Source: an optimization exercise on an open RTL-to-GDS flow (aim: small area, a short achievable clock period and few clock cycles). Production flows keep margins and buffers that such runs may drop. Function was checked by simulation only, so behaviour that the tests miss may differ from the original. Power and IR drop assume default switching activity.

<file path="design/flow/flow/run.sh">
#!/bin/bash
# The standard layout, with the port buffers made from the smallest buffer
# cell instead of the flow's default choice; repair may still upsize them.
set -euo pipefail
export BUFFER_PORTS_ARGS="-buffer_cell sky130_fd_sc_hd__buf_1"
bash standard.sh > standard_flow.log 2>&1
</file>
<file path="design/flow/standard.sh">
#!/bin/bash
# synth_recipe.tcl (not shown) runs the flow's synth.tcl, then flattens the netlist and writes it again
# the make line also repeats each setting of config.mk as NAME=value (left out here)
make -C /OpenROAD-flow-scripts/flow DESIGN_CONFIG=/design/flow/config.mk WORK_HOME=/design/flow/orfs CLKGATE_MAP_FILE= SYNTH_SCRIPT=/design/flow/synth_recipe.tcl "${@:-finish}"
</file>
<file path="design/flow/config.mk">
export PLATFORM = sky130hd
export DESIGN_NAME = ofdm_bit_core
export DESIGN_NICKNAME = ofdm_bit_core
export VERILOG_FILES = /design/flow/design.v
export SDC_FILE = /design/flow/constraint.sdc
export NUM_CORES = 4
export LEC_CHECK = 0
export CAP_MARGIN = 20
export CORE_AREA = 2.3 2.72 167.68 167.68
export CTS_CLUSTER_DIAMETER = 100
export CTS_CLUSTER_SIZE = 25
export DIE_AREA = 0 0 170.0 170.0
export PLACE_DENSITY = 0.8
export SLEW_MARGIN = 20
export SYNTH_MEMORY_MAX_BITS = 16384
</file>
<file path="design/flow/constraint.sdc">
create_clock -name core_clock -period 16.0 [get_ports {clk}]
set_input_delay 3.2000 -clock core_clock [delete_from_list [all_inputs] [get_ports {clk}]]
set_output_delay 3.2000 -clock core_clock [all_outputs]
set_load 0.01 [all_outputs]
</file>
<file path="design/flow/design.v">
module obc_scr (
    input  wire       clk,
    input  wire       rst,
    input  wire       do_seed,    
    input  wire       do_step,    
    input  wire [7:0] imm,
    input  wire       gen,        
    output wire       bit_out
);
    reg  [6:0] lfsr;
    wire       fb = lfsr[6] ^ lfsr[3];
    assign bit_out = fb ^ (imm[0] & ~gen);
    always @(posedge clk) begin
        if (rst)
            lfsr <= 7'd0;
        else if (do_seed)
            lfsr <= imm[6:0];
        else if (do_step)
            lfsr <= {lfsr[5:0], fb};
    end
endmodule
module obc_enc (
    input  wire       clk,
    input  wire       rst,
    input  wire       do_clr,     
    input  wire       do_bit,     
    input  wire       b,
    output wire [1:0] code        
);
    reg [5:0] hist;               
    assign code[0] = b ^ hist[1] ^ hist[2] ^ hist[4] ^ hist[5];
    assign code[1] = b ^ hist[0] ^ hist[1] ^ hist[2] ^ hist[5];
    always @(posedge clk) begin
        if (rst || do_clr)
            hist <= 6'd0;
        else if (do_bit)
            hist <= {hist[4:0], b};
    end
endmodule
module obc_pun (
    input  wire       clk,
    input  wire       rst,
    input  wire       do_start,   
    input  wire       do_bit,     
    input  wire [1:0] rate_in,
    output reg        keep        
);
    reg [1:0] rate;
    reg [2:0] phase;
    reg       wrap;
    always @(*) begin
        case (rate)
            2'd1:    begin wrap = (phase == 3'd3); keep = (phase != 3'd3); end
            2'd2:    begin wrap = (phase == 3'd5); keep = (phase != 3'd3) && (phase != 3'd4); end
            default: begin wrap = 1'b1;            keep = 1'b1; end
        endcase
    end
    always @(posedge clk) begin
        if (rst) begin
            rate  <= 2'd0;
            phase <= 3'd0;
        end else if (do_start) begin
            rate  <= rate_in;
            phase <= 3'd0;
        end else if (do_bit) begin
            phase <= wrap ? 3'd0 : phase + 3'd1;
        end
    end
endmodule
module obc_ilv (
    input  wire         clk,
    input  wire         rst,
    input  wire         do_cfg,     
    input  wire         do_bit,     
    input  wire         do_end,     
    input  wire [1:0]   mod_in,
    input  wire         b,
    output wire         idle,       
    output wire         emit,       
    output reg  [8:0]   ncbps_out,
    output wire [287:0] buf_out
);
    reg [1:0]   mod;
    reg [8:0]   j;
    reg [1:0]   r3;
    reg [287:0] buffer;
    reg [8:0]   step;
    reg         wrap;
    integer     n;
    assign buf_out = buffer;
    assign idle    = (j == 9'd0);
    always @(*) begin
        case (mod)
            2'd0: begin
                ncbps_out = 9'd48;
                wrap = (j >= 9'd45);
                step = wrap ? 9'd1 - 9'd45 : 9'd3;
            end
            2'd1: begin
                ncbps_out = 9'd96;
                wrap = (j >= 9'd90);
                step = wrap ? 9'd1 - 9'd90 : 9'd6;
            end
            2'd2: begin
                ncbps_out = 9'd192;
                wrap = (j >= 9'd180);
                step = wrap ? (j[0] ? 9'd0 - 9'd180 : 9'd2 - 9'd180) : (j[0] ? 9'd11 : 9'd13);
            end
            default: begin
                ncbps_out = 9'd288;
                wrap = (j >= 9'd270);
                step = wrap ? 9'd1 - 9'd270 : ((r3 != 2'd0) ? 9'd17 : 9'd20);
            end
        endcase
    end
    assign emit = (mod == 2'd0) ? (j == 9'd47) :
                  (mod == 2'd1) ? (j == 9'd95) :
                  (mod == 2'd2) ? (j == 9'd190) : (j == 9'd287);
    reg [17:0] row;
    reg [15:0] col;
    always @(*) begin
        for (n = 0; n < 18; n = n + 1)
            row[n] = do_bit && (j[8:4] == n);
        for (n = 0; n < 16; n = n + 1)
            col[n] = (j[3:0] == n);
    end
    always @(posedge clk) begin
        for (n = 0; n < 288; n = n + 1)
            if (row[n / 16] & col[n % 16])
                buffer[n] <= b;
    end
    always @(posedge clk) begin
        if (rst) begin
            mod <= 2'd0;
            j   <= 9'd0;
            r3  <= 2'd0;
        end else if (do_cfg) begin
            if (idle)
                mod <= mod_in;
        end else if (do_end || (do_bit && emit)) begin
            j  <= 9'd0;
            r3 <= 2'd0;
        end else if (do_bit) begin
            j <= j + step;
            if (wrap)
                r3 <= (r3 == 2'd2) ? 2'd0 : r3 + 2'd1;
            else
                r3 <= (r3 == 2'd0) ? 2'd2 : r3 - 2'd1;
        end
    end
endmodule
module obc_map (
    input  wire       clk,
    input  wire       rst,
    input  wire       do_cfg,     
    input  wire       do_bit,     
    input  wire       do_end,     
    input  wire [1:0] mod_in,
    input  wire       b,
    output wire       idle,       
    output wire       emit,       
    output reg  [7:0] lvl         
);
    reg [1:0] mod;
    reg [2:0] fill;
    reg [4:0] acc;
    reg [5:0] g;                  
    integer   n;
    assign idle = (fill == 3'd0);
    assign emit = (mod == 2'd0) ? 1'b1 :
                  (mod == 2'd1) ? (fill == 3'd1) :
                  (mod == 2'd2) ? (fill == 3'd3) : (fill == 3'd5);
    always @(*) begin
        for (n = 0; n < 5; n = n + 1)
            g[n] = (fill == n) ? b : acc[n];
        g[5] = b;
    end
    function [3:0] l1(input x);
        l1 = x ? 4'sd1 : -4'sd1;
    endfunction
    function [3:0] l2(input x0, input x1);
        case ({x0, x1})
            2'b00: l2 = -4'sd3;
            2'b01: l2 = -4'sd1;
            2'b10: l2 = 4'sd3;
            default: l2 = 4'sd1;
        endcase
    endfunction
    function [3:0] l3(input x0, input x1, input x2);
        case ({x0, x1, x2})
            3'b000: l3 = -4'sd7;
            3'b001: l3 = -4'sd5;
            3'b010: l3 = -4'sd1;
            3'b011: l3 = -4'sd3;
            3'b100: l3 = 4'sd7;
            3'b101: l3 = 4'sd5;
            3'b110: l3 = 4'sd1;
            default: l3 = 4'sd3;
        endcase
    endfunction
    always @(*) begin
        case (mod)
            2'd0: lvl = {4'd0, l1(g[0])};
            2'd1: lvl = {l1(g[1]), l1(g[0])};
            2'd2: lvl = {l2(g[2], g[3]), l2(g[0], g[1])};
            default: lvl = {l3(g[3], g[4], g[5]), l3(g[0], g[1], g[2])};
        endcase
    end
    always @(posedge clk) begin
        if (do_bit)
            for (n = 0; n < 5; n = n + 1)
                if (fill == n)
                    acc[n] <= b;
    end
    always @(posedge clk) begin
        if (rst) begin
            mod  <= 2'd0;
            fill <= 3'd0;
        end else if (do_cfg) begin
            if (idle)
                mod <= mod_in;
        end else if (do_end) begin
            fill <= 3'd0;
        end else if (do_bit) begin
            fill <= emit ? 3'd0 : fill + 3'd1;
        end
    end
endmodule
module obc_crc (
    input  wire        clk,
    input  wire        rst,
    input  wire        do_init,    
    input  wire        do_byte,    
    input  wire [7:0]  data,
    output wire [31:0] crc_out     
);
    reg [31:0] crcn;
    function [31:0] tab(input [7:0] idx);
        integer k;
        reg [31:0] t;
        begin
            t = 32'd0;
            if (idx[0]) t = t ^ 32'h77073096;
            if (idx[1]) t = t ^ 32'hEE0E612C;
            if (idx[2]) t = t ^ 32'h076DC419;
            if (idx[3]) t = t ^ 32'h0EDB8832;
            if (idx[4]) t = t ^ 32'h1DB71064;
            if (idx[5]) t = t ^ 32'h3B6E20C8;
            if (idx[6]) t = t ^ 32'h76DC4190;
            if (idx[7]) t = t ^ 32'hEDB88320;
            tab = t;
        end
    endfunction
    wire [31:0] crc = ~crcn;
    assign crc_out = crcn;
    always @(posedge clk) begin
        if (rst || do_init)
            crcn <= 32'd0;
        else if (do_byte)
            crcn <= ~(tab(crc[7:0] ^ data) ^ {8'h00, crc[31:8]});
    end
endmodule
module ofdm_bit_core (
    input  wire         clk,
    input  wire         rst,           
    input  wire         req_valid,
    output wire         req_ready,
    input  wire [15:0]  req_cmd,
    output reg          rsp_valid,
    output reg  [2:0]   rsp_status,
    output reg  [8:0]   rsp_len,       
    output wire [287:0] rsp_dout
);
    localparam [2:0] ST_OK        = 3'd0;
    localparam [2:0] ST_BADRATE   = 3'd1;
    localparam [2:0] ST_MALFORMED = 3'd3;
    localparam [2:0] ST_ILLEGAL   = 3'd4;
    assign req_ready = 1'b1;
    reg        cv;
    reg [15:0] cw;
    always @(posedge clk) begin
        cv <= req_valid & ~rst;
        cw <= req_cmd;
    end
    wire [3:0] unit = cw[15:12];
    wire [3:0] op   = cw[11:8];
    wire [7:0] imm  = cw[7:0];
    wire scr_seed = (unit == 4'd1) && (op == 4'd0) && (imm[7] == 1'b0);
    wire scr_bit  = (unit == 4'd1) && (op == 4'd1) && (imm[7:1] == 7'd0);
    wire scr_gen  = (unit == 4'd1) && (op == 4'd2) && (imm == 8'd0);
    wire enc_clr  = (unit == 4'd2) && (op == 4'd0) && (imm == 8'd0);
    wire enc_bit  = (unit == 4'd2) && (op == 4'd1) && (imm[7:1] == 7'd0);
    wire pun_strt = (unit == 4'd3) && (op == 4'd0) && (imm[7:2] == 6'd0);
    wire pun_bit  = (unit == 4'd3) && (op == 4'd1) && (imm[7:1] == 7'd0);
    wire ilv_cfg  = (unit == 4'd4) && (op == 4'd0) && (imm[7:2] == 6'd0);
    wire ilv_bit  = (unit == 4'd4) && (op == 4'd1) && (imm[7:1] == 7'd0);
    wire ilv_end  = (unit == 4'd4) && (op == 4'd2) && (imm == 8'd0);
    wire map_cfg  = (unit == 4'd5) && (op == 4'd0) && (imm[7:2] == 6'd0);
    wire map_bit  = (unit == 4'd5) && (op == 4'd1) && (imm[7:1] == 7'd0);
    wire map_end  = (unit == 4'd5) && (op == 4'd2) && (imm == 8'd0);
    wire crc_init = (unit == 4'd9) && (op == 4'd0) && (imm == 8'd0);
    wire crc_byte = (unit == 4'd9) && (op == 4'd1);
    wire crc_fin  = (unit == 4'd9) && (op == 4'd2) && (imm == 8'd0);
    wire legal = scr_seed | scr_bit | scr_gen | enc_clr | enc_bit | pun_strt | pun_bit |
                 ilv_cfg | ilv_bit | ilv_end | map_cfg | map_bit | map_end |
                 crc_init | crc_byte | crc_fin;
    wire        fire = cv;
    wire        pun_rate_ok = (imm[1:0] != 2'd3);
    wire        ilv_idle;
    wire        map_idle;
    wire        scr_out;
    wire [1:0]  enc_out;
    wire        pun_keep;
    wire        ilv_emit;
    wire [8:0]  ilv_n;
    wire [287:0] ilv_buf;
    wire        map_emit;
    wire [7:0]  map_lvl;
    wire [31:0] crc_val;
    obc_scr u_scr (
        .clk(clk), .rst(rst),
        .do_seed(fire & scr_seed), .do_step(fire & (scr_bit | scr_gen)),
        .imm(imm), .gen(scr_gen), .bit_out(scr_out)
    );
    obc_enc u_enc (
        .clk(clk), .rst(rst),
        .do_clr(fire & enc_clr), .do_bit(fire & enc_bit),
        .b(imm[0]), .code(enc_out)
    );
    obc_pun u_pun (
        .clk(clk), .rst(rst),
        .do_start(fire & pun_strt & pun_rate_ok), .do_bit(fire & pun_bit),
        .rate_in(imm[1:0]), .keep(pun_keep)
    );
    obc_ilv u_ilv (
        .clk(clk), .rst(rst),
        .do_cfg(fire & ilv_cfg), .do_bit(fire & ilv_bit), .do_end(fire & ilv_end),
        .mod_in(imm[1:0]), .b(imm[0]),
        .idle(ilv_idle), .emit(ilv_emit), .ncbps_out(ilv_n), .buf_out(ilv_buf)
    );
    obc_map u_map (
        .clk(clk), .rst(rst),
        .do_cfg(fire & map_cfg), .do_bit(fire & map_bit), .do_end(fire & map_end),
        .mod_in(imm[1:0]), .b(imm[0]),
        .idle(map_idle), .emit(map_emit), .lvl(map_lvl)
    );
    obc_crc u_crc (
        .clk(clk), .rst(rst),
        .do_init(fire & crc_init), .do_byte(fire & crc_byte),
        .data(imm), .crc_out(crc_val)
    );
    reg [2:0] nxt_status;
    reg [8:0] nxt_len;
    always @(*) begin
        nxt_status = ST_OK;
        nxt_len    = 9'd0;
        if (!legal)
            nxt_status = ST_ILLEGAL;
        else if (scr_bit || scr_gen)
            nxt_len = 9'd1;
        else if (enc_bit)
            nxt_len = 9'd2;
        else if (pun_strt) begin
            if (!pun_rate_ok)
                nxt_status = ST_BADRATE;
        end else if (pun_bit) begin
            if (pun_keep)
                nxt_len = 9'd1;
        end else if (ilv_cfg || ilv_end) begin
            if (!ilv_idle)
                nxt_status = ST_MALFORMED;
        end else if (ilv_bit) begin
            if (ilv_emit)
                nxt_len = ilv_n;
        end else if (map_cfg || map_end) begin
            if (!map_idle)
                nxt_status = ST_MALFORMED;
        end else if (map_bit) begin
            if (map_emit)
                nxt_len = 9'd8;
        end else if (crc_fin)
            nxt_len = 9'd32;
    end
    reg [31:0] nxt_lo;
    always @(*) begin
        if (cw[15])
            nxt_lo = crc_val;
        else if (!cw[12])
            nxt_lo = {ilv_buf[31:2], cw[13] ? enc_out : ilv_buf[1:0]};
        else if (cw[14])
            nxt_lo = {ilv_buf[31:8], map_lvl};
        else
            nxt_lo = {ilv_buf[31:1], cw[13] ? imm[0] : scr_out};
    end
    reg [31:0] lo;
    always @(posedge clk) begin
        if (rst)
            rsp_valid <= 1'b0;
        else
            rsp_valid <= fire;
        rsp_status <= nxt_status;
        rsp_len    <= nxt_len;
        lo         <= nxt_lo;
    end
    assign rsp_dout = {ilv_buf[287:32], lo};
endmodule
</file>
==> results of run 1 <==
worst max-delay path by stage:
stage                                            from  slack [ns]                           to  cells past startpoint
final                     u_ilv.buffer[243]$_DFFE_PP_       11.70                rsp_dout[243]                      1
after global routing      u_ilv.buffer[105]$_DFFE_PP_       11.65                rsp_dout[105]                      1
after CTS                 u_ilv.buffer[206]$_DFFE_PP_       11.69                rsp_dout[206]                      1
after detailed placement                          rst       11.28   u_scr.lfsr[3]$_SDFFE_PP0P_                      5
after global placement                            rst       11.38   u_scr.lfsr[0]$_SDFFE_PP0P_                      5
after floorplan                         cw[0]$_DFF_P_        9.68  u_crc.crcn[17]$_SDFFE_PP0P_                      5
routing by layer:
layer | part of all wire | vias up | track usage
li1 | - | 5503 | -
met1 | 0.40 | 5769 | 0.373
met2 | 0.48 | 608 | 0.475
met3 | 0.095 | 71 | 0.0567
met4 | 0.028 | 0 | 0.0836
met5 | 0 | - | 0
cell usage after synthesis (all sizes together) (7+ instances only):
master  count
nor2      378
edfxtp    293
buf       267
dfxtp     129
nand2      77
clkbuf     76
xnor2      71
a21oi      40
inv        39
ha         31
nand3      30
mux2       26
mux2i      25
a211oi     22
o21ai      21
nor3       19
xor2       16
a22oi      11
nand4      10
nor2b      10
a31oi       9
nand2b      9
or2         8
and2        7
cell families after synthesis:
| logic type | share of synthesized area |
|---|---|
| buf+inv | 0.127 |
| flops | 0.600 |
| compound gates | 0.0523 |
| xor+xnor | 0.0413 |
| fa+ha+maj | 0.0215 |
| mux | 0.0286 |
| simple gates | 0.129 |
| other cells | 0.000396 |
layout make-up:
class	instances	area [µm²]	area share
sequential	422	11400	0.599
multi-input combinational	897	5210	0.274
timing repair buffer	327	1270	0.0667
clock buffer	35	578	0.0304
tap	341	427	0.0224
inverter	39	146	0.00770
clock inverter	1	5.00	0.000263
per-stage QoR:
step	hold WS, ns	instances	worst slack, ns
2_1_floorplan	0.449	1701	9.68
3_3_place_gp	0.454	2024	11.38
3_5_place_dp	0.462	2025	11.28
4_1_cts	0.482	2061	11.69
5_1_grt	0.504	2062	11.65
6_report	0.484	2062	11.70
flip-flops by register name (all words and copies together) (netlist names), 5 cells and up:
| register | flops |
|---|---|
| u_scr.lfsr | 7 |
| u_ilv.buffer | 288 |
| u_ilv.j | 9 |
| lo | 32 |
| rsp_len | 8 |
| u_crc.crcn | 32 |
| u_enc.hist | 6 |
| cw | 16 |
| u_map.acc | 5 |
report_power, final:
part	total, µW	switching [µW]	internal, µW
combinational	63.6	39.9	23.8
clock	575	325	249
sequential	1180	7.83	1170
==> reports/qor.yml, run 1 <==
hold_viol: 0
cp_max_fo: 1
numCtsBuffers: 20
grt_first_pass_wirelength_um: 62200
ys_ff_latch: 422
power_uw: 1820
min_path_type: "reg -> reg"
ir_worst_vdd_mv: 0.0758
vias_per_cell: 5.80
drive_gt1_frac: 0.0459
r2r_end: "u_ilv.buffer[154]$_DFFE_PP_"
setup_tns_ns: 0
finalSetupViolations: 0
yosysTopAreaCell: "edfxtp_1"
max_freq_mhz: 232
r2r_cells: 6
gr-total-overflow: 0
r2r_start: "cw[2]$_DFF_P_"
grtUsageTotal: 0.282
postLayoutCellArea_um2: 19000
ios: 321
portBuffers: 318
final_common_cell: "nor2_1"
nNetsFinal: 1758
vias: 12000
grt_max_degree: 131
core-area_um2: 27000
drt_iter0_drc: 1276
hold_path_end: "lo[15]$_DFF_P_"
dp_hpwl_um: 27900
holdBufCountCts: 0
max_stage_delay_ns: 0.40
min_period_ns: 4.30
netlist_instances: 1701
antenna_found_initial: 0
path_clk_slew_ns: 0.11
ys_seq_area_frac: 0.600
die_x_um: 170
max_slew_margin: 0.226
post-route-util: 0.706
synth_warnings: 7
max-cap-violations: 0
diodes: 0
ys.flop_type: "edfxtp_1"
crit_buf_inv: 1
worstSetupPathType: "reg -> out"
initial_utilization: 0.704
dieArea_um2: 28900
syn2layout_area_growth_pct: 0.211
ant_nets: 0
netlist_area_um2: 19000
grt_pass1_vias: 11200
clkSinkCount: 422
worstMarginPinSlew_ns: 1.16
wl_per_cell_um: 20.3
status: "finished clean"
drt-total-wl_um: 41800
root_buffer: "clkbuf_16"
layout_common_cells: "375 x nor2_1, 318 x buf_1, 293 x edfxtp_1, 128 x dfxtp_1, 77 x nand2_1"
cp_cell_sequence: "buf_1"
maxSlewViolCount: 0
max-clock-path-buffers: 3
synth_edf_count: 293
skew_ns: 0.0157
htreeDepth: 1
ctsResizeCount: 0
rsz0062_at_grt: "no"
end_kind: "primary output"
fill_cells: 1947
cp_top_family: "flip-flops"
cp_data_required_time_ns: 12.80
synth.area.top_cells: "edfxtp_1 46%, dfxtp_1 14%, buf_4 10%, nor2_1 7.4%, xnor2_1 3.3%"
slowest_stage: "edfxtp_1"
synth_area_per_cell_um2: 11.2
synth.top_cell.area_share: 0.464
ys_types: 69
die_y_um: 170
hold_path_depth: 1
post_cts_buffers: 0
fin_crit_sh: 0.269
r2r_slack_ns: 12.22
worstSkewPairLatency_ns: 0.54
post-route-drc-count: 0
row_count: 60
async_flop_share: 0
cts_tree: "yes"
power.density_nw_per_um2: 95.5
syn_nets: 1752
start_kind: "register"
dpl_cell_area_um2: 18400
dr.pass1.iters: 6
min-delay-start: "u_ilv.buffer[15]$_DFFE_PP_"
p_leak_uw: 0.00599
place_congestion: 0.932
arrival_ns: 1.10
Testbench counts, summed over its fixed seeds: cycles 35,835.
==> run 2: changes to the inputs <==
--- a/design/flow/config.mk
+++ b/design/flow/config.mk
@@ -6,10 +6,10 @@
 export NUM_CORES = 4
 export LEC_CHECK = 0
 export CAP_MARGIN = 20
-export CORE_AREA = 2.3 2.72 167.68 167.68
+export CORE_AREA = 2.3 2.72 223.56 223.04
 export CTS_CLUSTER_DIAMETER = 100
 export CTS_CLUSTER_SIZE = 25
-export DIE_AREA = 0 0 170.0 170.0
-export PLACE_DENSITY = 0.8
+export DIE_AREA = 0 0 226.01 226.01
+export PLACE_DENSITY = 0.6
 export SLEW_MARGIN = 20
 export SYNTH_MEMORY_MAX_BITS = 16384
==> reports/qor.yml, run 2 <==
cp_top_family: "flip-flops"  # unchanged
register_area_um2: 11400  # unchanged
multiInputGateArea_um2: 5210  # about the same
drt_iter0_drc: 817  # was 1276
setup_tns_ns: 0  # unchanged
final_common_cell: "nor2_1"  # unchanged
core-area_um2: 48700  # was 27000 µm²
netlist_area_um2: 19000  # unchanged
seq_power_share: 0.636  # was 0.648
numCtsBuffers: 21  # was 20
yosysTopAreaCell: "edfxtp_1"  # unchanged
p_int_uw: 1450  # was 1440 µW
maxSlewViolCount: 0  # unchanged
slowest_stage: "edfxtp_1"  # unchanged
crit_buf_inv: 1  # unchanged
grtUsageTotal: 0.178  # was 0.282
place_congestion: 0.849  # was 0.932
setup.worst_path.start: "u_ilv.buffer[287]$_DFFE_PP_"  # was u_ilv.buffer[243]$_DFFE_PP_
nNetsFinal: 1765  # was 1758
max-clock-path-buffers: 3  # unchanged
syn_nets: 1752  # unchanged
drt-total-wl_um: 47100  # was 41800 µm
post-route-drc-count: 0  # unchanged
p_sw_uw: 401  # was 373 µW
drive_gt1_frac: 0.0515  # was 0.0459
diodes: 0  # unchanged
pre_cts_ws_ns: 11.35  # was 11.28 ns
min_period_ns: 4.34  # was 4.30 ns
cts_tree: "yes"  # unchanged
ios: 321  # unchanged
grt_first_pass_wirelength_um: 68800  # was 62200 µm
clkSinkCount: 422  # unchanged
worstSetupPathType: "reg -> out"  # unchanged
instances_no_fill: 2393  # was 2062
setup_ws_ns: 11.66  # was 11.70 ns
place_inst: 2353  # was 2025
max_freq_mhz: 230  # was 232 MHz
cp_data_required_time_ns: 12.80  # about the same
row_count: 81  # was 60
synth_edf_count: 293  # unchanged
die_x_um: 226  # was 170 µm
synth_warnings: 7  # unchanged
synth_common_cells: "376 x nor2_1, 293 x edfxtp_1, 258 x buf_4"  # unchanged
ctsResizeCount: 0  # unchanged
holdBufCountCts: 0  # unchanged
synth_area_per_cell_um2: 11.2  # unchanged
fin_crit_sh: 0.271  # was 0.269
async_flop_share: 0  # unchanged
post_cts_buffers: 0  # unchanged
synth.top_cell.area_share: 0.464  # unchanged
regMostFlops: "u_ilv.buffer"  # unchanged
power.density_nw_per_um2: 94.8  # was 95.5 nW/µm²
dp_hpwl_um: 31800  # was 27900 µm
path_clk_slew_ns: 0.10  # was 0.11 ns
yosysMostFrequentCell: "nor2_1"  # unchanged
max_stage_delay_ns: 0.41  # was 0.40 ns
finalSetupViolations: 0  # unchanged
cp_cell_sequence: "buf_1"  # unchanged
max-cap-violations: 0  # unchanged
syn2layout_area_growth_pct: 2.85  # was 0.211%
worstSkewPairLatency_ns: 0.58  # was 0.54 ns
portBuffers: 318  # unchanged
layout_common_cells: "375 x nor2_1, 318 x buf_1, 293 x edfxtp_1, 128 x dfxtp_1, 76 x nand2_1"  # was 375 x nor2_1, 318 x buf_1, 293 x edfxtp_1, 128 x dfxtp_1, 77 x nand2_1
skew_ns: 0.0257  # was 0.0157 ns
power.clock.fraction: 0.329  # was 0.317
grt_max_degree: 109  # was 131
top_regs: "u_ilv.buffer (288), lo (32), u_crc.crcn (32)"  # unchanged
cp_max_fo: 1  # unchanged
htreeDepth: 1  # unchanged
ys_types: 69  # unchanged
status: "finished clean"  # unchanged
p_sw_frac: 0.217  # was 0.206
p_leak_uw: 0.00604  # was 0.00599 µW
initial_utilization: 0.389  # was 0.704
fill_cells: 4722  # was 1947
root_buffer: "clkbuf_16"  # unchanged
antenna_found_initial: 0  # unchanged
largest_reg_flops: 288  # unchanged
netlist_instances: 1701  # unchanged
worstMarginPinSlew_ns: 1.11  # was 1.16 ns
ys_seq_area_frac: 0.600  # unchanged
synth.area.top_cells: "edfxtp_1 46%, dfxtp_1 14%, buf_4 10%, nor2_1 7.4%, xnor2_1 3.3%"  # unchanged
dr.pass1.iters: 7  # was 6
end_kind: "primary output"  # unchanged
vias_per_cell: 4.93  # was 5.80
wl_per_cell_um: 19.7  # was 20.3 µm
start_kind: "register"  # unchanged
min_path_type: "reg -> reg"  # unchanged
rsz0062_at_grt: "no"  # unchanged
min-delay-start: "u_ilv.buffer[29]$_DFFE_PP_"  # was u_ilv.buffer[15]$_DFFE_PP_
die_y_um: 226  # was 170 µm
arrival_ns: 1.14  # was 1.10 ns
ant_nets: 0  # unchanged
ys_ff_latch: 422  # unchanged
ir_worst_vdd_mv: 0.0768  # was 0.0758 mV
gr-total-overflow: 0  # unchanged
combPwrFrac: 0.035  # about the same
hold_viol: 0  # unchanged
r2r_start: "u_ilv.j[7]$_SDFFE_PP0P_"  # was cw[2]$_DFF_P_
dieArea_um2: 51100  # was 28900 µm²
max_slew_margin: 0.261  # was 0.226
ys.flop_type: "edfxtp_1"  # unchanged
vias: 11800  # was 12000
grt_pass1_vias: 11300  # was 11200
## run 2: changes by cell type in the layout (fill, tap and decap cells not counted), sizes merged
cell / delta
clkinv: -1
clkbuf: -1
inv: +4
buf: +6
## run 2: cell families after synthesis
kind of cell,synth area share
AO/OA/AOI/OAI,0.0523
XOR/XNOR,0.0413
adder cells (fa/ha/maj),0.0215
buffers and inverters,0.127
flip-flops,0.600
multiplexers,0.0286
other,0.000396
AND/OR/NAND/NOR,0.129
## run 2: power by group through the flow
stage	clock (µW)	combinational (µW)	sequential, µW
after global routing	660	71.8	1180
after CTS	626	65.6	1180
after global placement	0	64.7	1200
after detailed placement	0	65.2	1200
final	608	65.2	1180
after floorplan	0	42.8	1210
## run 2: routing by layer
layer / vias up / part of all wire / global-route usage
met1: 5801 / 0.45 / 0.245
met2: 398 / 0.46 / 0.280
met4: 0 / 0.030 / 0.0605
met5: - / 0 / 0
met3: 70 / 0.062 / 0.0343
li1: 5521 / - / -
## run 2: cell type report
class / count / area share
clock buffer: 34 / 0.0294
clock inverter: 4 / 0.00218
inverter: 39 / 0.00750
multi-input combinational: 897 / 0.267
sequential: 422 / 0.583
tap: 664 / 0.0426
timing repair buffer: 333 / 0.0681
## run 2: worst paths after layout
| path | end | slack [ns] | cells after the start |
|---|---|---|---|
| setup / recovery | rsp_dout[287] | 11.66 | 1 |
| hold / removal | lo[29]$_DFF_P_ | 0.48 | 1 |
| setup reg to reg | u_ilv.j[8]$_SDFFE_PP0P_ | 12.29 | 12 |
| hold reg to reg | lo[29]$_DFF_P_ | 0.48 | 1 |
## run 2: stage by stage
stage	power, µW	utilization	instance area [µm²]	hold slack [ns]
after global routing	1910	0.400	19500	0.498
after CTS	1870	0.400	19500	0.484
after global placement	1270	0.386	18800	0.460
after detailed placement	1270	0.387	18900	0.457
after floorplan	1250	-	19000	0.449
final	1850	0.400	19500	0.483
==> run 3: changes to the inputs <==
--- a/design/flow/design.v
+++ b/design/flow/design.v
@@ -125,9 +125,117 @@
             col[n] = (j[3:0] == n);
     end
     always @(posedge clk) begin
-        for (n = 0; n < 288; n = n + 1)
+        for (n = 0; n < 192; n = n + 1)
             if (row[n / 16] & col[n % 16])
                 buffer[n] <= b;
+            if (row[12]) begin
+                buffer[199] <= buffer[200];
+                buffer[200] <= buffer[198];
+                buffer[198] <= buffer[202];
+                buffer[202] <= buffer[203];
+                buffer[203] <= buffer[201];
+                buffer[201] <= buffer[205];
+                buffer[205] <= buffer[206];
+                buffer[206] <= buffer[204];
+                buffer[204] <= buffer[207];
+                buffer[207] <= buffer[194];
+                buffer[194] <= buffer[192];
+                buffer[192] <= buffer[193];
+                buffer[193] <= buffer[197];
+                buffer[197] <= buffer[195];
+                buffer[195] <= buffer[196];
+                buffer[196] <= b;
+            end
+            if (row[13]) begin
+                buffer[216] <= buffer[217];
+                buffer[217] <= buffer[218];
+                buffer[218] <= buffer[219];
+                buffer[219] <= buffer[220];
+                buffer[220] <= buffer[221];
+                buffer[221] <= buffer[222];
+                buffer[222] <= buffer[223];
+                buffer[223] <= buffer[208];
+                buffer[208] <= buffer[209];
+                buffer[209] <= buffer[211];
+                buffer[211] <= buffer[212];
+                buffer[212] <= buffer[210];
+                buffer[210] <= buffer[214];
+                buffer[214] <= buffer[215];
+                buffer[215] <= buffer[213];
+                buffer[213] <= b;
+            end
+            if (row[14]) begin
+                buffer[236] <= buffer[234];
+                buffer[234] <= buffer[235];
+                buffer[235] <= buffer[239];
+                buffer[239] <= buffer[237];
+                buffer[237] <= buffer[238];
+                buffer[238] <= buffer[224];
+                buffer[224] <= buffer[225];
+                buffer[225] <= buffer[226];
+                buffer[226] <= buffer[227];
+                buffer[227] <= buffer[228];
+                buffer[228] <= buffer[229];
+                buffer[229] <= buffer[230];
+                buffer[230] <= buffer[231];
+                buffer[231] <= buffer[232];
+                buffer[232] <= buffer[233];
+                buffer[233] <= b;
+            end
+            if (row[15]) begin
+                buffer[253] <= buffer[254];
+                buffer[254] <= buffer[252];
+                buffer[252] <= buffer[255];
+                buffer[255] <= buffer[242];
+                buffer[242] <= buffer[240];
+                buffer[240] <= buffer[241];
+                buffer[241] <= buffer[245];
+                buffer[245] <= buffer[243];
+                buffer[243] <= buffer[244];
+                buffer[244] <= buffer[248];
+                buffer[248] <= buffer[246];
+                buffer[246] <= buffer[247];
+                buffer[247] <= buffer[251];
+                buffer[251] <= buffer[249];
+                buffer[249] <= buffer[250];
+                buffer[250] <= b;
+            end
+            if (row[16]) begin
+                buffer[270] <= buffer[271];
+                buffer[271] <= buffer[256];
+                buffer[256] <= buffer[257];
+                buffer[257] <= buffer[259];
+                buffer[259] <= buffer[260];
+                buffer[260] <= buffer[258];
+                buffer[258] <= buffer[262];
+                buffer[262] <= buffer[263];
+                buffer[263] <= buffer[261];
+                buffer[261] <= buffer[265];
+                buffer[265] <= buffer[266];
+                buffer[266] <= buffer[264];
+                buffer[264] <= buffer[268];
+                buffer[268] <= buffer[269];
+                buffer[269] <= buffer[267];
+                buffer[267] <= b;
+            end
+            if (row[17]) begin
+                buffer[272] <= buffer[273];
+                buffer[273] <= buffer[274];
+                buffer[274] <= buffer[275];
+                buffer[275] <= buffer[276];
+                buffer[276] <= buffer[277];
+                buffer[277] <= buffer[278];
+                buffer[278] <= buffer[279];
+                buffer[279] <= buffer[280];
+                buffer[280] <= buffer[281];
+                buffer[281] <= buffer[282];
+                buffer[282] <= buffer[283];
+                buffer[283] <= buffer[284];
+                buffer[284] <= buffer[285];
+                buffer[285] <= buffer[286];
+                buffer[286] <= buffer[287];
+                buffer[287] <= b;
+            end
     end
     always @(posedge clk) begin
         if (rst) begin
==> design/flow/config.mk (replaced) <==
export PLATFORM = sky130hd
export DESIGN_NAME = ofdm_bit_core
export DESIGN_NICKNAME = ofdm_bit_core
export VERILOG_FILES = /design/flow/design.v
export SDC_FILE = /design/flow/constraint.sdc
export NUM_CORES = 4
export LEC_CHECK = 0
export CAP_MARGIN = 20
export CORE_AREA = 2.3 2.72 167.68 167.68
export CTS_CLUSTER_DIAMETER = 80
export CTS_CLUSTER_SIZE = 30
export DIE_AREA = 0 0 170.0 170.0
export PLACE_DENSITY = 0.8
export SLEW_MARGIN = 20
export SYNTH_MEMORY_MAX_BITS = 16384
==> reports/qor.yml, run 3 <==
p_leak_uw: 0.00597  # was 0.00604 µW
grt_max_degree: 118  # was 109
crit_buf_inv: 1  # unchanged
ios: 321  # unchanged
min_period_ns: 4.33  # was 4.34 ns
cp_top_family: "flip-flops"  # unchanged
postLayoutCellArea_um2: 18700  # was 19500 µm²
root_buffer: "clkbuf_16"  # unchanged
post-route-drc-count: 0  # unchanged
vias: 11100  # was 11800
setup_tns_ns: 0  # unchanged
slowest_stage: "edfxtp_1"  # unchanged
synth_warnings: 7  # unchanged
yosysMostFrequentCell: "edfxtp_1"  # was nor2_1
wl_per_cell_um: 19.5  # was 19.7 µm
die_x_um: 170  # was 226 µm
max-cap-violations: 0  # unchanged
regMostFlops: "u_ilv.buffer"  # unchanged
path_clk_slew_ns: 0.12  # was 0.10 ns
diodes: 0  # unchanged
max-clock-path-buffers: 3  # unchanged
ys.flop_type: "edfxtp_1"  # unchanged
initial_utilization: 0.696  # was 0.389
nNetsFinal: 1657  # was 1765
dpl_cell_area_um2: 18200  # was 18900 µm²
status: "finished clean"  # unchanged
antenna_found_initial: 0  # unchanged
worstSetupPathType: "reg -> out"  # unchanged
syn_nets: 1647  # was 1752
portBuffers: 318  # unchanged
cp_max_fo: 1  # unchanged
cp_cell_sequence: "buf_1"  # unchanged
dr.pass1.iters: 5  # was 7
clkSinkCount: 422  # unchanged
ys_types: 65  # was 69
max_stage_delay_ns: 0.42  # was 0.41 ns
max_slew_margin: 0.291  # was 0.261
grt_first_pass_wirelength_um: 57300  # was 68800 µm
synth_common_cells: "293 x edfxtp_1, 277 x nor2_1, 258 x buf_4"  # was 376 x nor2_1, 293 x edfxtp_1, 258 x buf_4
dieArea_um2: 28900  # was 51100 µm²
maxSlewViolCount: 0  # unchanged
cts_tree: "yes"  # unchanged
dp_hpwl_um: 25900  # was 31800 µm
core-area_um2: 27000  # was 48700 µm²
min_path_type: "reg -> reg"  # unchanged
final_common_cell: "buf_1"  # was nor2_1
arrival_ns: 1.13  # was 1.14 ns
holdBufCountCts: 0  # unchanged
max_freq_mhz: 231  # was 230 MHz
finalSetupViolations: 0  # unchanged
top_regs: "u_ilv.buffer (288), lo (32), u_crc.crcn (32)"  # unchanged
start_kind: "register"  # unchanged
synth_edf_count: 293  # unchanged
drt_iter0_drc: 965  # was 817
post-route-util: 0.695  # was 0.400
numCtsBuffers: 18  # was 21
cp_num_cells: 1  # unchanged
fin_crit_sh: 0.271  # about the same
die_y_um: 170  # was 226 µm
r2r_cells: 12  # unchanged
vias_per_cell: 5.66  # was 4.93
syn2layout_area_growth_pct: -0.120  # was 2.85%
synth.area.top_cells: "edfxtp_1 47%, dfxtp_1 14%, buf_4 10%, nor2_1 5.5%, xnor2_1 3.4%"  # was edfxtp_1 46%, dfxtp_1 14%, buf_4 10%, nor2_1 7.4%, xnor2_1 3.3%
drive_gt1_frac: 0.0538  # was 0.0515
post_cts_buffers: 0  # unchanged
largest_reg_flops: 288  # unchanged
hold_viol: 0  # unchanged
netlist_instances: 1596  # was 1701
layout_common_cells: "318 x buf_1, 293 x edfxtp_1, 276 x nor2_1, 127 x dfxtp_1, 78 x nand2_1"  # was 375 x nor2_1, 318 x buf_1, 293 x edfxtp_1, 128 x dfxtp_1, 76 x nand2_1
synth_area_per_cell_um2: 11.8  # was 11.2 µm²
power.density_nw_per_um2: 96.4  # was 94.8 nW/µm²
worstMarginPinSlew_ns: 1.06  # was 1.11 ns
ys_seq_area_frac: 0.607  # was 0.600
grtUsageTotal: 0.258  # was 0.178
async_flop_share: 0  # unchanged
htreeDepth: 1  # unchanged
worstSkewPairLatency_ns: 0.55  # was 0.58 ns
ant_nets: 0  # unchanged
cp_data_required_time_ns: 12.80  # about the same
netlist_area_um2: 18800  # was 19000 µm²
grt_pass1_vias: 10500  # was 11300
rsz0062_at_grt: "no"  # unchanged
ys_ff_latch: 422  # unchanged
skew_ns: 0.0309  # was 0.0257 ns
drt-total-wl_um: 38200  # was 47100 µm
synth.top_cell.area_share: 0.469  # was 0.464
yosysTopAreaCell: "edfxtp_1"  # unchanged
hold_path_depth: 0  # was 1
fill_cells: 1962  # was 4722
ir_worst_vdd_mv: 0.0990  # was 0.0768 mV
end_kind: "primary output"  # unchanged
ctsResizeCount: 0  # unchanged
place_congestion: 0.951  # was 0.849
gr-total-overflow: 0  # unchanged
row_count: 60  # was 81
## run 3: report_power, final
group / leakage (µW) / internal (µW) / switching [µW] / total [µW]
clock network: 0.000270 / 243 / 324 / 567
registers: 0.00369 / 1170 / 8.12 / 1170
logic: 0.00202 / 26.8 / 38.4 / 65.1
## run 3: layout make-up
type | instances | area, µm² | share of cell area
Sequential cell | 422 | 11400 | 0.608
Multi-Input combinational cell | 813 | 5020 | 0.268
Timing Repair Buffer | 323 | 1230 | 0.0657
Clock buffer | 28 | 509 | 0.0272
Tap cell | 341 | 427 | 0.0228
Inverter | 28 | 105 | 0.00561
Clock inverter | 4 | 60.1 | 0.00320
## run 3: cells by family (layout without fill, tap and decap cells)
kind of cell,after synthesis,in the layout,synth area share
and+or+nand+nor,490,490,0.120
DFF,422,422,0.607
buffers and inverters,361,383,0.126
AOI/OAI and AO/OA,149,149,0.0508
xor gates and xnor gates,88,88,0.0443
muxes,52,52,0.0295
adders and majority gates,32,32,0.0217
other,2,2,0.000400
## run 3: worst paths after layout
check                               from                          end  slack [ns]
max          u_ilv.buffer[152]$_DFFE_PP_                rsp_dout[152]       11.67
min reg2reg  u_ilv.buffer[231]$_DFFE_PP_  u_ilv.buffer[230]$_DFFE_PP_        0.45
min          u_ilv.buffer[231]$_DFFE_PP_  u_ilv.buffer[230]$_DFFE_PP_        0.45
max reg2reg      u_ilv.j[4]$_SDFFE_PP0P_      u_ilv.j[8]$_SDFFE_PP0P_       12.29
## run 3: routing by layer
metal,GRT usage,vias to the layer above,wire length [µm]
met5,0,-,0
met1,0.331,5315,15300
met2,0.424,461,18000
met3,0.0614,98,3300
li1,-,5205,-
met4,0.108,0,1630
## run 3: per-stage QoR
stage | setup slack [ns] | std cells | hold slack (ns) | power [µW]
after floorplan | 11.27 | 1596 | 0.428 | 1250
after global placement | 11.19 | 1927 | 0.427 | 1260
after detailed placement | 11.14 | 1927 | 0.430 | 1260
after CTS | 11.66 | 1959 | 0.460 | 1810
after global routing | 11.65 | 1959 | 0.471 | 1850
final | 11.67 | 1959 | 0.452 | 1810
Testbench counts of run 3, summed over its fixed seeds: cycles 35,835.
==> run 4: changes to the inputs <==
--- a/design/flow/config.mk
+++ b/design/flow/config.mk
@@ -7,8 +7,8 @@
 export LEC_CHECK = 0
 export CAP_MARGIN = 20
 export CORE_AREA = 2.3 2.72 167.68 167.68
-export CTS_CLUSTER_DIAMETER = 80
-export CTS_CLUSTER_SIZE = 30
+export CTS_CLUSTER_DIAMETER = 50
+export CTS_CLUSTER_SIZE = 45
 export DIE_AREA = 0 0 170.0 170.0
 export PLACE_DENSITY = 0.8
 export SLEW_MARGIN = 20
==> reports/qor.yml, run 4 <==
drt_iter0_drc: 946  # was 965
drt-total-wl_um: 39300  # was 38200 µm
ys_seq_area_frac: 0.607  # unchanged
synth_edf_count: 293  # unchanged
worstMarginPinSlew_ns: 1.06  # about the same
initial_utilization: 0.696  # unchanged
antenna_found_initial: 0  # unchanged
final_common_cell: "buf_1"  # unchanged
die_y_um: 170  # unchanged
path_clk_slew_ns: 0.08  # was 0.12 ns
largest_reg_flops: 288  # unchanged
hold_viol: 0  # unchanged
cts_tree: "yes"  # unchanged
cp_max_fo: 2  # was 1
max_slew_margin: 0.293  # was 0.291
clkSinkCount: 422  # unchanged
min_period_ns: 4.31  # was 4.33 ns
cp_data_required_time_ns: 12.80  # about the same
ys_types: 65  # unchanged
grt_pass1_vias: 10900  # was 10500
power.density_nw_per_um2: 110  # was 96.4 nW/µm²
pre_cts_ws_ns: 11.14  # unchanged
slowest_stage: "edfxtp_1"  # unchanged
max_stage_delay_ns: 0.41  # was 0.42 ns
fill_cells: 1837  # was 1962
ys_ff_latch: 422  # unchanged
fin_crit_sh: 0.269  # was 0.271
post_cts_buffers: 0  # unchanged
cp_cell_sequence: "buf_1"  # unchanged
wl_per_cell_um: 19.7  # was 19.5 µm
yosysTopAreaCell: "edfxtp_1"  # unchanged
worstSetupPathType: "reg -> out"  # unchanged
maxSlewViolCount: 0  # unchanged
place_congestion: 0.951  # unchanged
async_flop_share: 0  # unchanged
synth.top_cell.area_share: 0.469  # unchanged
start_kind: "register"  # unchanged
yosysMostFrequentCell: "edfxtp_1"  # unchanged
top_layer: "met4"  # unchanged
drive_gt1_frac: 0.0762  # was 0.0538
crit_buf_inv: 1  # unchanged
synth_common_cells: "293 x edfxtp_1, 277 x nor2_1, 258 x buf_4"  # unchanged
ios: 321  # unchanged
syn_nets: 1647  # unchanged
max-clock-path-buffers: 3  # unchanged
top_regs: "u_ilv.buffer (288), lo (32), u_crc.crcn (32)"  # unchanged
met3_length_um: 3570  # was 3300 µm
grt_first_pass_wirelength_um: 58800  # was 57300 µm
dp_hpwl_um: 25900  # unchanged
setup_tns_ns: 0  # unchanged
arrival_ns: 1.11  # was 1.13 ns
numCtsBuffers: 37  # was 18
grt_max_degree: 118  # unchanged
dr.pass1.iters: 5  # unchanged
holdBufCountCts: 0  # unchanged
setup_ws_ns: 11.69  # was 11.67 ns
dr_wl_met2_um: 18300  # was 18000 µm
core-area_um2: 27000  # unchanged
synth_warnings: 7  # unchanged
synth_area_per_cell_um2: 11.8  # unchanged
skew_ns: 0.0185  # was 0.0309 ns
regMostFlops: "u_ilv.buffer"  # unchanged
ant_nets: 0  # unchanged
gr-total-overflow: 0  # unchanged
rsz0062_at_grt: "no"  # unchanged
cp_top_family: "flip-flops"  # unchanged
vias: 11300  # was 11100
layout_common_cells: "318 x buf_1, 293 x edfxtp_1, 276 x nor2_1, 127 x dfxtp_1, 78 x nand2_1"  # unchanged
synth.area.top_cells: "edfxtp_1 47%, dfxtp_1 14%, buf_4 10%, nor2_1 5.5%, xnor2_1 3.4%"  # unchanged
syn2layout_area_growth_pct: 3.43  # was -0.120%
netlist_instances: 1596  # unchanged
post-route-drc-count: 0  # unchanged
grtUsageTotal: 0.266  # was 0.258
max_freq_mhz: 232  # was 231 MHz
die_x_um: 170  # unchanged
p_leak_uw: 0.00632  # was 0.00597 µW
netlist_area_um2: 18800  # unchanged
wl_met1_um: 15500  # was 15300 µm
root_buffer: "clkbuf_16"  # unchanged
finalSetupViolations: 0  # unchanged
vias_per_cell: 5.67  # was 5.66
htreeDepth: 2  # was 1
max-cap-violations: 0  # unchanged
min_path_type: "reg -> reg"  # unchanged
dieArea_um2: 28900  # unchanged
ctsResizeCount: 0  # unchanged
worstSkewPairLatency_ns: 0.53  # was 0.55 ns
ys.flop_type: "edfxtp_1"  # unchanged
end_kind: "primary output"  # unchanged
ir_worst_vdd_mv: 0.0904  # was 0.0990 mV
portBuffers: 318  # unchanged
status: "finished clean"  # unchanged
row_count: 60  # unchanged
nNetsFinal: 1676  # was 1657
[run 4: cell counts after synthesis]
Identical to the previous run, type by type.
[run 4: final cells by class]
cell class | count | area [µm²] | share of cell area
Sequential cell | 422 | 11400 | 0.587
Clock inverter | 21 | 185 | 0.00954
Clock buffer | 47 | 1050 | 0.0540
Antenna cell | 1 | 2.50 | 0.000129
Timing Repair Buffer | 323 | 1230 | 0.0634
Tap cell | 341 | 427 | 0.0220
Inverter | 28 | 105 | 0.00542
Multi-Input combinational cell | 813 | 5020 | 0.259
[run 4: layer usage]
layer / vias up / global-route usage
li1: 5284 / -
met1: 5376 / 0.339
met4: 0 / 0.129
met5: - / 0
met2: 536 / 0.428
met3: 117 / 0.0677
[run 4: stage by stage]
stage          power (µW)  utilization  cells  instance area, µm²  hold WS, ns
2_1_floorplan        1250            -   1596               18800        0.428
3_3_place_gp         1260        0.674   1927               18200        0.427
3_5_place_dp         1260        0.674   1927               18200        0.430
4_1_cts              2150        0.720   1995               19400        0.445
5_1_grt              2190        0.720   1995               19400        0.460
6_report             2140        0.720   1996               19400        0.446
[run 4: final timing paths]
check,endpoint,cells past startpoint,slack (ns),startpoint
min reg2reg,u_ilv.buffer[265]$_DFFE_PP_,0,0.45,u_ilv.buffer[266]$_DFFE_PP_
max reg2reg,u_ilv.j[8]$_SDFFE_PP0P_,12,12.29,u_ilv.j[4]$_SDFFE_PP0P_
min,u_ilv.buffer[265]$_DFFE_PP_,0,0.45,u_ilv.buffer[266]$_DFFE_PP_
max,rsp_dout[212],1,11.69,u_ilv.buffer[212]$_DFFE_PP_
[run 4: cells by family after synthesis]
logic type / Yosys count / share of synthesized area
fa+ha+maj: 32 / 0.0217
simple gates: 490 / 0.120
buf+inv: 361 / 0.126
mux: 52 / 0.0295
flops: 422 / 0.607
compound gates: 149 / 0.0508
xor+xnor: 88 / 0.0443
other cells: 2 / 0.000400
[run 4: power breakdown]
group | internal (µW) | switching, µW
combinational | 26.8 | 38.4
sequential | 1170 | 8.15
clock | 494 | 404
==> run 5: changes to the inputs <==
--- a/design/flow/config.mk
+++ b/design/flow/config.mk
@@ -7,8 +7,8 @@
 export LEC_CHECK = 0
 export CAP_MARGIN = 20
 export CORE_AREA = 2.3 2.72 167.68 167.68
-export CTS_CLUSTER_DIAMETER = 50
-export CTS_CLUSTER_SIZE = 45
+export CTS_CLUSTER_DIAMETER = 100
+export CTS_CLUSTER_SIZE = 25
 export DIE_AREA = 0 0 170.0 170.0
 export PLACE_DENSITY = 0.8
 export SLEW_MARGIN = 20
==> reports/qor.yml, run 5 <==
ys.flop_type: "edfxtp_1"  # unchanged
fin_crit_sh: 0.271  # was 0.269
max_stage_delay_ns: 0.41  # about the same
synth.area.top_cells: "edfxtp_1 47%, dfxtp_1 14%, buf_4 10%, nor2_1 5.5%, xnor2_1 3.4%"  # unchanged
async_flop_share: 0  # unchanged
initial_utilization: 0.696  # unchanged
cp_cell_sequence: "buf_1"  # unchanged
post-route-util: 0.696  # was 0.720
dr.pass1.iters: 5  # unchanged
min_path_type: "reg -> reg"  # unchanged
ios: 321  # unchanged
root_buffer: "clkbuf_16"  # unchanged
synth_edf_count: 293  # unchanged
finalSetupViolations: 0  # unchanged
postLayoutCellArea_um2: 18800  # was 19400 µm²
dpl_cell_area_um2: 18200  # unchanged
power.density_nw_per_um2: 96.4  # was 110 nW/µm²
vias: 11100  # was 11300
slowest_stage: "dfxtp_1"  # was edfxtp_1
synth_warnings: 7  # unchanged
synth.top_cell.area_share: 0.469  # unchanged
place_congestion: 0.951  # unchanged
end_kind: "primary output"  # unchanged
die_y_um: 170  # unchanged
vias_per_cell: 5.67  # about the same
largest_reg_flops: 288  # unchanged
nNetsFinal: 1659  # was 1676
dp_hpwl_um: 25900  # unchanged
start_kind: "register"  # unchanged
max_slew_margin: 0.290  # was 0.293
grt_max_degree: 118  # unchanged
worstMarginPinSlew_ns: 1.07  # was 1.06 ns
grt_pass1_vias: 10600  # was 10900
status: "finished clean"  # unchanged
rsz0062_at_grt: "no"  # unchanged
holdBufCountCts: 0  # unchanged
core-area_um2: 27000  # unchanged
yosysTopAreaCell: "edfxtp_1"  # unchanged
post-route-drc-count: 0  # unchanged
cp_max_fo: 1  # was 2
dieArea_um2: 28900  # unchanged
min_period_ns: 4.33  # was 4.31 ns
top_regs: "u_ilv.buffer (288), lo (32), u_crc.crcn (32)"  # unchanged
numCtsBuffers: 20  # was 37
grtUsageTotal: 0.258  # was 0.266
portBuffers: 318  # unchanged
drt-total-wl_um: 38300  # was 39300 µm
max_freq_mhz: 231  # was 232 MHz
syn2layout_area_growth_pct: -0.0466  # was 3.43%
diodes: 0  # was 1
ir_worst_vdd_mv: 0.0872  # was 0.0904 mV
netlist_area_um2: 18800  # unchanged
grt_first_pass_wirelength_um: 57500  # was 58800 µm
power_uw: 1810  # was 2140 µW
fill_cells: 1956  # was 1837
ys_seq_area_frac: 0.607  # unchanged
drt_iter0_drc: 936  # was 946
ctsResizeCount: 0  # unchanged
wl_per_cell_um: 19.5  # was 19.7 µm
row_count: 60  # unchanged
synth_common_cells: "293 x edfxtp_1, 277 x nor2_1, 258 x buf_4"  # unchanged
cts_tree: "yes"  # unchanged
setup_tns_ns: 0  # unchanged
cp_data_required_time_ns: 12.80  # about the same
regMostFlops: "u_ilv.buffer"  # unchanged
die_x_um: 170  # unchanged
layout_common_cells: "318 x buf_1, 293 x edfxtp_1, 276 x nor2_1, 127 x dfxtp_1, 78 x nand2_1"  # unchanged
gr-total-overflow: 0  # unchanged
post_cts_buffers: 0  # unchanged
hold_viol: 0  # unchanged
netlist_instances: 1596  # unchanged
ys_types: 65  # unchanged
crit_buf_inv: 1  # unchanged
path_clk_slew_ns: 0.11  # was 0.08 ns
synth_area_per_cell_um2: 11.8  # unchanged
cp_top_family: "flip-flops"  # unchanged
ant_nets: 0  # unchanged
skew_ns: 0.0243  # was 0.0185 ns
max-cap-violations: 0  # unchanged
max-clock-path-buffers: 3  # unchanged
clkSinkCount: 422  # unchanged
yosysMostFrequentCell: "edfxtp_1"  # unchanged
htreeDepth: 1  # was 2
p_leak_uw: 0.00598  # was 0.00632 µW
maxSlewViolCount: 0  # unchanged
arrival_ns: 1.13  # was 1.11 ns
worstSetupPathType: "reg -> out"  # unchanged
worstSkewPairLatency_ns: 0.54  # was 0.53 ns
drive_gt1_frac: 0.0530  # was 0.0762
ys_ff_latch: 422  # unchanged
antenna_found_initial: 0  # unchanged
final_common_cell: "buf_1"  # unchanged
syn_nets: 1647  # unchanged
run 5: cell type report:
type	instances	area, µm²	area share
timing repair buffer	323	1230	0.0657
tap	341	427	0.0228
clock inverter	1	5.00	0.000267
clock buffer	35	578	0.0308
multi-input combinational	813	5020	0.268
inverter	28	105	0.00560
sequential	422	11400	0.607
run 5: power breakdown:
part           leakage [µW]  switching (µW)  internal, µW  total (µW)
combinational       0.00202            38.8          26.8        65.6
clock              0.000279             321           249         570
sequential          0.00369            8.18          1170        1170
run 5: kinds of logic after synthesis:
logic type	share of synthesized area
and+or+nand+nor	0.120
DFF	0.607
buffers and inverters	0.126
AOI/OAI and AO/OA	0.0508
xor gates and xnor gates	0.0443
muxes	0.0295
adders and majority gates	0.0217
other	0.000400
run 5: metrics by stage:
stage | instances | hold WS [ns] | setup slack (ns)
finish | 1963 | 0.450 | 11.67
global route | 1963 | 0.469 | 11.65
CTS | 1963 | 0.448 | 11.67
detailed placement | 1927 | 0.430 | 11.14
global placement | 1927 | 0.427 | 11.19
floorplan | 1596 | 0.428 | 11.27
run 5: final timing paths:
| check | from | end | slack [ns] | cells after the start |
|---|---|---|---|---|
| worst max register to register | u_ilv.j[4]$_SDFFE_PP0P_ | u_ilv.j[8]$_SDFFE_PP0P_ | 12.26 | 12 |
| worst max-delay path | lo[8]$_DFF_P_ | rsp_dout[8] | 11.67 | 1 |
| worst min register to register | u_ilv.buffer[192]$_DFFE_PP_ | u_ilv.buffer[194]$_DFFE_PP_ | 0.45 | 0 |
| worst min-delay path | u_ilv.buffer[192]$_DFFE_PP_ | u_ilv.buffer[194]$_DFFE_PP_ | 0.45 | 0 |
run 5: routing by layer:
| layer | vias to the layer above | wire, µm | GRT usage |
|---|---|---|---|
| met2 | 455 | 18000 | 0.426 |
| met4 | 0 | 1520 | 0.103 |
| li1 | 5212 | - | - |
| met5 | - | 0 | 0 |
| met3 | 90 | 3200 | 0.0577 |
| met1 | 5365 | 15600 | 0.335 |
==> run 6: changes to the inputs <==
==> design/flow/flow/run.sh (replaced) <==
#!/bin/bash
# The standard layout, with the port buffers made from the smallest buffer
# cell instead of the flow's default choice (repair may still upsize them),
# and the clock tree allowed to use clkbuf_8 as well as clkbuf_16.
set -euo pipefail
export BUFFER_PORTS_ARGS="-buffer_cell sky130_fd_sc_hd__buf_1"
export CTS_ARGS="-sink_clustering_enable -repair_clock_nets -sink_clustering_size 25 -sink_clustering_max_diameter 100 -buf_list {sky130_fd_sc_hd__clkbuf_8 sky130_fd_sc_hd__clkbuf_16}"
bash standard.sh > standard_flow.log 2>&1
==> reports/qor.yml, run 6 <==
status: "finished clean"  # unchanged
netlist_area_um2: 18800  # unchanged
holdBufCountCts: 0  # unchanged
clkSinkCount: 422  # unchanged
grtUsageTotal: 0.258  # unchanged
max-cap-violations: 0  # unchanged
cp_max_fo: 1  # unchanged
synth.top_cell.area_share: 0.469  # unchanged
ys_ff_latch: 422  # unchanged
grt_pass1_vias: 10600  # about the same
instances_no_fill: 1963  # unchanged
hold_path_end: "u_ilv.buffer[194]$_DFFE_PP_"  # unchanged
ys.flop_type: "edfxtp_1"  # unchanged
setup_ws_ns: 11.67  # about the same
maxSlewViolCount: 0  # unchanged
ys_seq_area_frac: 0.607  # unchanged
syn_nets: 1647  # unchanged
largest_reg_flops: 288  # unchanged
max_stage_delay_ns: 0.41  # about the same
min_path_type: "reg -> reg"  # unchanged
place_inst: 1927  # unchanged
drt-total-wl_um: 38200  # was 38300 µm
cp_cell_sequence: "buf_1"  # unchanged
gr-total-overflow: 0  # unchanged
async_flop_share: 0  # unchanged
synth_warnings: 7  # unchanged
ios: 321  # unchanged
r2r_start: "u_ilv.j[4]$_SDFFE_PP0P_"  # unchanged
regMostFlops: "u_ilv.buffer"  # unchanged
post_cts_buffers: 0  # unchanged
root_buffer: "clkbuf_16"  # unchanged
diodes: 0  # unchanged
crit_buf_inv: 1  # unchanged
r2r_cells: 12  # unchanged
antenna_found_initial: 0  # unchanged
netlist_instances: 1596  # unchanged
die_y_um: 170  # unchanged
p_int_uw: 1430  # was 1440 µW
pre_cts_ws_ns: 11.14  # unchanged
r2r_slack_ns: 12.30  # was 12.26 ns
vias_per_cell: 5.65  # was 5.67
max_freq_mhz: 231  # about the same
ys_types: 65  # unchanged
synth.area.top_cells: "edfxtp_1 47%, dfxtp_1 14%, buf_4 10%, nor2_1 5.5%, xnor2_1 3.4%"  # unchanged
layout_common_cells: "318 x buf_1, 293 x edfxtp_1, 276 x nor2_1, 127 x dfxtp_1, 78 x nand2_1"  # unchanged
max_slew_margin: 0.299  # was 0.290
wl_per_cell_um: 19.5  # about the same
dieArea_um2: 28900  # unchanged
die_x_um: 170  # unchanged
end_kind: "primary output"  # unchanged
r2r_end: "u_ilv.j[8]$_SDFFE_PP0P_"  # unchanged
p_sw_frac: 0.204  # was 0.203
nNetsFinal: 1659  # unchanged
arrival_ns: 1.13  # about the same
syn2layout_area_growth_pct: -0.0466  # unchanged
core-area_um2: 27000  # unchanged
yosysTopAreaCell: "edfxtp_1"  # unchanged
worstSetupPathType: "reg -> out"  # unchanged
fin_crit_sh: 0.271  # about the same
hold_path_depth: 0  # unchanged
cp_data_required_time_ns: 12.80  # about the same
path_clk_slew_ns: 0.11  # about the same
worstSkewPairLatency_ns: 0.54  # about the same
ctsResizeCount: 0  # unchanged
power_uw: 1800  # was 1810 µW
finalSetupViolations: 0  # unchanged
yosysMostFrequentCell: "edfxtp_1"  # unchanged
numCtsBuffers: 20  # unchanged
rsz0062_at_grt: "no"  # unchanged
cp_top_family: "flip-flops"  # unchanged
min_period_ns: 4.33  # about the same
initial_utilization: 0.696  # unchanged
fill_cells: 1956  # unchanged
drt_iter0_drc: 956  # was 936
worstMarginPinSlew_ns: 1.05  # was 1.07 ns
slowest_stage: "dfxtp_1"  # unchanged
ant_nets: 0  # unchanged
power.clock.fraction: 0.312  # was 0.315
skew_ns: 0.0210  # was 0.0243 ns
grt_first_pass_wirelength_um: 57500  # about the same
grt_max_degree: 118  # unchanged
final_common_cell: "buf_1"  # unchanged
row_count: 60  # unchanged
power.density_nw_per_um2: 96.0  # was 96.4 nW/µm²
cts_tree: "yes"  # unchanged
synth_edf_count: 293  # unchanged
place_congestion: 0.951  # unchanged
max-clock-path-buffers: 3  # unchanged
portBuffers: 318  # unchanged
dr.pass1.iters: 7  # was 5
p_sw_uw: 367  # was 368 µW
hold_viol: 0  # unchanged
vias: 11100  # about the same
post-route-drc-count: 0  # unchanged
fin_hold_ws_ns: 0.449  # was 0.450 ns
synth_common_cells: "293 x edfxtp_1, 277 x nor2_1, 258 x buf_4"  # unchanged
seq_power_share: 0.652  # was 0.649
start_kind: "register"  # unchanged
combPwrFrac: 0.036  # about the same
min-delay-start: "u_ilv.buffer[192]$_DFFE_PP_"  # unchanged
drive_gt1_frac: 0.0530  # unchanged
setup_tns_ns: 0  # unchanged
top_regs: "u_ilv.buffer (288), lo (32), u_crc.crcn (32)"  # unchanged
synth_area_per_cell_um2: 11.8  # unchanged
dp_hpwl_um: 25900  # unchanged
p_leak_uw: 0.00604  # was 0.00598 µW
ir_worst_vdd_mv: 0.0874  # was 0.0872 mV
htreeDepth: 1  # unchanged
==> run 6: cell counts after synthesis <==
Identical to the previous run, type by type.
==> run 6: worst max-delay path by stage <==
stage | start | end | slack (ns) | cells after the start
2_1_floorplan | cw[0]$_DFF_P_ | lo[1]$_DFF_P_ | 11.27 | 5
3_3_place_gp | rst | u_crc.crcn[31]$_SDFFE_PP0P_ | 11.19 | 4
3_5_place_dp | rst | u_crc.crcn[7]$_SDFFE_PP0P_ | 11.14 | 4
4_1_cts | lo[9]$_DFF_P_ | rsp_dout[9] | 11.67 | 1
5_1_grt | u_ilv.buffer[269]$_DFFE_PP_ | rsp_dout[269] | 11.65 | 1
6_report | lo[8]$_DFF_P_ | rsp_dout[8] | 11.67 | 1
==> run 6: power by group through the flow <==
stage                     sequential [µW]  clock, µW  combinational (µW)
after floorplan                      1200          0                47.2
after global placement               1200          0                63.7
after detailed placement             1200          0                64.5
after CTS                            1170        571                65.2
after global routing                 1170        604                70.8
final                                1170        561                65.3
==> run 6: cell type report <==
| type | instances | area, µm² | share of cell area |
|---|---|---|---|
| multi-input combinational | 813 | 5020 | 0.268 |
| sequential | 422 | 11400 | 0.607 |
| timing repair buffer | 323 | 1230 | 0.0657 |
| clock buffer | 21 | 526 | 0.0280 |
| inverter | 28 | 105 | 0.00560 |
| clock inverter | 15 | 57.6 | 0.00307 |
| tap | 341 | 427 | 0.0228 |
==> run 6: logic make-up after synthesis <==
| family | share of synthesized area |
|---|---|
| AND/OR/NAND/NOR | 0.120 |
| flip-flops | 0.607 |
| buffers and inverters | 0.126 |
| AO/OA/AOI/OAI | 0.0508 |
| XOR/XNOR | 0.0443 |
| multiplexers | 0.0295 |
| adder cells (fa/ha/maj) | 0.0217 |
| other | 0.000400 |
==> run 6: metal layers <==
layer,GRT usage,vias up,wire length (µm),part of all wire
li1,-,5213,-,-
met4,0.103,0,1570,0.041
met2,0.426,492,17900,0.47
met3,0.0593,91,3380,0.088
met5,0,-,0,0
met1,0.333,5297,15400,0.40
==> run 6: through the flow <==
step | area [µm²] | util
detailed placement | 18200 | 0.674
floorplan | 18800 | -
CTS | 18700 | 0.696
global placement | 18200 | 0.674
global route | 18800 | 0.696
finish | 18800 | 0.696

afterwards: timing with drivers on the ports:
Ports are ideal in the flow. The routed layouts listed here were re-timed in OpenROAD. Step 1: set_driving_cell puts a clkbuf_16 on clk and a buf_2 on each other input, an assumption about the parent block. Step 2 moves the port delays by t, midway between the first and last clock arrival at a register: inputs arrive t later, outputs are due t later. That takes back most of the time a late clock gives input paths. Three values: ideal ports, drivers, drivers and shift; two values: the first two.
| run | t (ns) | setup slack, ns | worst slew at a driven data input, ns |
|---|---|---|---|
| run 1 | 0.580 | 11.698 / 11.648 / 11.213 | 0.04 |
| run 2 | 0.617 | 11.658 / 11.605 / 11.282 | 0.06 |
| run 3 | 0.585 | 11.671 / 11.620 / 11.529 | 0.05 |
| run 4 | 0.575 | 11.689 / 11.638 / 11.505 | 0.05 |
| run 5 | 0.581 | 11.666 / 11.616 / 11.513 | 0.05 |
| run 6 | 0.580 | 11.671 / 11.621 / 11.510 | 0.05 |
After both steps setup and hold are still met in every run listed. For run 1, which loses most, drivers alone change the setup slack by -0.050 ns; drivers and shift together by -0.485 ns.
